Background: an optimization exercise with open tools, aiming at small area, a short achievable clock period and few clock cycles per item. Do not read the settings as production practice.
Function was checked by simulation only, so behaviour that the tests miss may differ from the original.
Power figures rest on the tool's default switching activity, not on a simulated workload.

## job 3706
Design acq_core, start of the top module:
module acq_core (
    input             clk,
    input             rst,           
    input             cmd_valid,
    output            cmd_ready,
    input      [31:0] cmd_data,
    output reg        done,
    output reg        rpt_valid,
    output     [15:0] rpt_loc,
    output     [3:0]  rpt_kind,
    output     [15:0] rpt_extra,
    output     [3:0]  res_kind,
    output     [15:0] res_loc,
    output     [15:0] res_extra,
    output reg [7:0]  res_value,
    output     [71:0] buf_bytes,
    output reg        td_c_sign,
    output     [7:0]  td_c_whole,
    output reg [3:0]  td_c_frac,
    output reg        td_f_sign,
    output reg [7:0]  td_f_whole,
    output reg [3:0]  td_f_frac,
    output reg        log_verbose
);
Size in the first run: roughly 1100 cells after synthesis, ~170 flip-flops, about 220 I/O pins, ~0.011 mm² of cells after synthesis.
Settings: LEC_CHECK=0, CAP_MARGIN=20, CORE_MARGIN=2, CORE_UTILIZATION=65, CTS_BUF_LIST=sky130_fd_sc_hd__clkbuf_8 sky130_fd_sc_hd__clkbuf_16, SLEW_MARGIN=20; clock period 15.0 ns.
standard.sh (not shown) runs the stock make flow with config.mk's settings and CLKGATE_MAP_FILE= SYNTH_SCRIPT=/design/flow/synth_recipe.tcl, a recipe that flattens the netlist after the stock synthesis.
==> flow/flow/run.sh <==
#!/bin/bash
# The standard layout, with two changes to how it is made:
# - the port buffers are the smallest buffer cell instead of the delay buffer
#   ORFS picks by default;
# - timing repair works towards a setup slack of 9.8 ns at the 15 ns clock,
#   so that it also sizes the paths that already meet 15 ns.
set -euo pipefail
export BUFFER_PORTS_ARGS="-buffer_cell sky130_fd_sc_hd__buf_1"
export SETUP_SLACK_MARGIN=9.8
bash standard.sh > standard.log 2>&1
Job 3706: done, clean on timing, DRC and antenna
Testbench counts of job 3706, summed over its fixed seeds: cycles 4,583, commands 4,434.
Input-level comparison between job 5099 and job 3706:
Settings: CORE_UTILIZATION changed from 65 to 70.
- Post-route minimum period, job 3706 and job 5099: higher on job 5099
- In the floorplan summary, job 5099 is listed with a die area less than that of job 3706.
- Setup WNS job 3706 -> job 5099: worse
Input changes introduced in job 4025 (baseline for comparison: job 5099):
Settings: changing CORE_UTILIZATION from 70 to 65.
-- flow/flow/run.sh --
<<< job 5099, line 5
# - timing repair works towards a setup slack of 9.8 ns at the 15 ns clock,
>>> job 4025, line 5
# - timing repair works towards a setup slack of 9.6 ns at the 15 ns clock,
<<< job 5099, line 9
export SETUP_SLACK_MARGIN=9.8
>>> job 4025, line 9
export SETUP_SLACK_MARGIN=9.6
### Flow results
Job 5099 ended up with rpt_extra[9] as its destination of the critical timing path; job 4025 ended up with rpt_extra[12]. Diff job 5099 -> job 4025: met3 demand-to-capacity share in global routing dropped 0.94 points; first-pass GRT wire length dropped 960 µm; average detailed-routed wire length per instance dropped 1.5 µm.

---

acq_core, a different RTL version from the one above (not shown whole).
Size in the first run: roughly 170 flip-flops, roughly 220 I/O pins, ~11000 sq um of cells after synthesis.
Settings: LEC_CHECK=0, CAP_MARGIN=20, CORE_MARGIN=2, CORE_UTILIZATION=65, CTS_BUF_LIST=sky130_fd_sc_hd__clkbuf_8 sky130_fd_sc_hd__clkbuf_16, SLEW_MARGIN=20; clock period 15.0 ns.
==> flow/flow/run.sh <==
#!/bin/bash
# The standard layout, with two changes to how it is made:
# - the port buffers are the smallest buffer cell instead of the delay buffer
#   ORFS picks by default;
# - timing repair works towards a setup slack of 10.2 ns at the 15 ns clock,
#   so that it also sizes the paths that already meet 15 ns, by resizing
#   and pin swaps only.
set -euo pipefail
export BUFFER_PORTS_ARGS="-buffer_cell sky130_fd_sc_hd__buf_1"
export SETUP_SLACK_MARGIN=10.2
export SETUP_MOVE_SEQUENCE=unbuffer,sizeup,swap
bash standard.sh > standard.log 2>&1
The baseline ran to the end with no violations.
Testbench counts at the start, summed over its fixed seeds: cycles 4,631, commands 4,434.
Then changed:
==> flow/flow/run.sh (replaced) <==
#!/bin/bash
# The standard layout, with two changes to how it is made:
# - the port buffers are the smallest buffer cell instead of the delay buffer
#   ORFS picks by default;
# - timing repair works towards a setup slack of 9.5 ns at the 15 ns clock,
#   so that it also sizes the paths that already meet 15 ns.
set -euo pipefail
export BUFFER_PORTS_ARGS="-buffer_cell sky130_fd_sc_hd__buf_1"
export SETUP_SLACK_MARGIN=9.5
bash standard.sh > standard.log 2>&1
- CORE_UTILIZATION: 65 -> 80
Now the flow died in 5_1_grt.
Synthesized area is unchanged.
Synthesized cell count stays the same.

---

Another version of the RTL of acq_core (not shown whole).
Size in the first run: about 1,100 cells after synthesis, roughly 11,000 sq um of cells after synthesis.
clock: 15.0 ns
lec_check: 0
cap_margin: 20
core_margin: 2
core_utilization: 70
cts_buf_list: sky130_fd_sc_hd__clkbuf_8 sky130_fd_sc_hd__clkbuf_16
slew_margin: 20
==> flow/flow/run.sh <==
#!/bin/bash
# The standard layout, with two changes to how it is made:
# - the port buffers are the smallest buffer cell instead of the delay buffer
#   ORFS picks by default;
# - timing repair works towards a setup slack of 9.8 ns at the 15 ns clock,
#   so that it also sizes the paths that already meet 15 ns.
set -euo pipefail
export BUFFER_PORTS_ARGS="-buffer_cell sky130_fd_sc_hd__buf_1"
export SETUP_SLACK_MARGIN=9.8
bash standard.sh > standard.log 2>&1
The first run completed with no timing, DRC or antenna violations.
Testbench counts at the start, summed over its fixed seeds: cycles 4,631, commands 4,434.
Next try:
==> flow/flow/run.sh (replaced) <==
#!/bin/bash
# The standard layout, with two changes to how it is made:
# - the port buffers are the smallest buffer cell instead of the delay buffer
#   ORFS picks by default;
# - timing repair works towards a setup slack of 10.0 ns at the 15 ns clock,
#   so that it also sizes the paths that already meet 15 ns.
set -euo pipefail
export BUFFER_PORTS_ARGS="-buffer_cell sky130_fd_sc_hd__buf_1"
export SETUP_SLACK_MARGIN=10.0
bash standard.sh > standard.log 2>&1
--- a/flow/config.mk
+++ b/flow/config.mk
@@ -9,3 +9,3 @@
 export CORE_MARGIN = 2
-export CORE_UTILIZATION = 70
+export CORE_UTILIZATION = 65
 export CTS_BUF_LIST = sky130_fd_sc_hd__clkbuf_8 sky130_fd_sc_hd__clkbuf_16
Sequential cell count does not change.
Total power came out lower slightly.
Worst setup slack improved by 0.26 ns.

[port drivers added, routing unchanged]
The results above use ideal ports. As a check the final layouts listed here were re-extracted and re-timed, cells and wires unchanged.
Step 1 sets driving cells, clkbuf_16 on the clock port and buf_2 on the other inputs (assumed; they add their load-dependent delay and slew).
Step 2 also shifts input and output timing later by t, the mid clock arrival at the registers, as if the neighbouring blocks saw the same clock.
Slacks: no drivers / after step 1 / after step 2; pairs: no drivers / after step 1.
| run | shift t [ns] | setup slack, ns | worst setup path at the end |
|---|---|---|---|
| job 3706 | 0.481 | 9.874 / 9.827 / 9.399 | input to register |
| job 5099 | 0.485 | 9.728 / 9.681 / 9.345 | input to register |
| job 4025 | 0.479 | 9.740 / 9.694 / 9.296 | input to register |
| the first run of note 2 | 0.480 | 9.719 / 9.672 / 9.288 | input to register |
| the first run of note 3 | 0.488 | 9.705 / 9.700 / 9.212 | input to register |
| the second run of note 3 | 0.473 | 9.965 / 9.923 / 9.563 | input to register |
After both steps setup and hold are still met in every run listed. The setup slack of the first run of note 3, which loses most, moves by -0.005 ns with the drivers and by -0.493 ns with both steps.
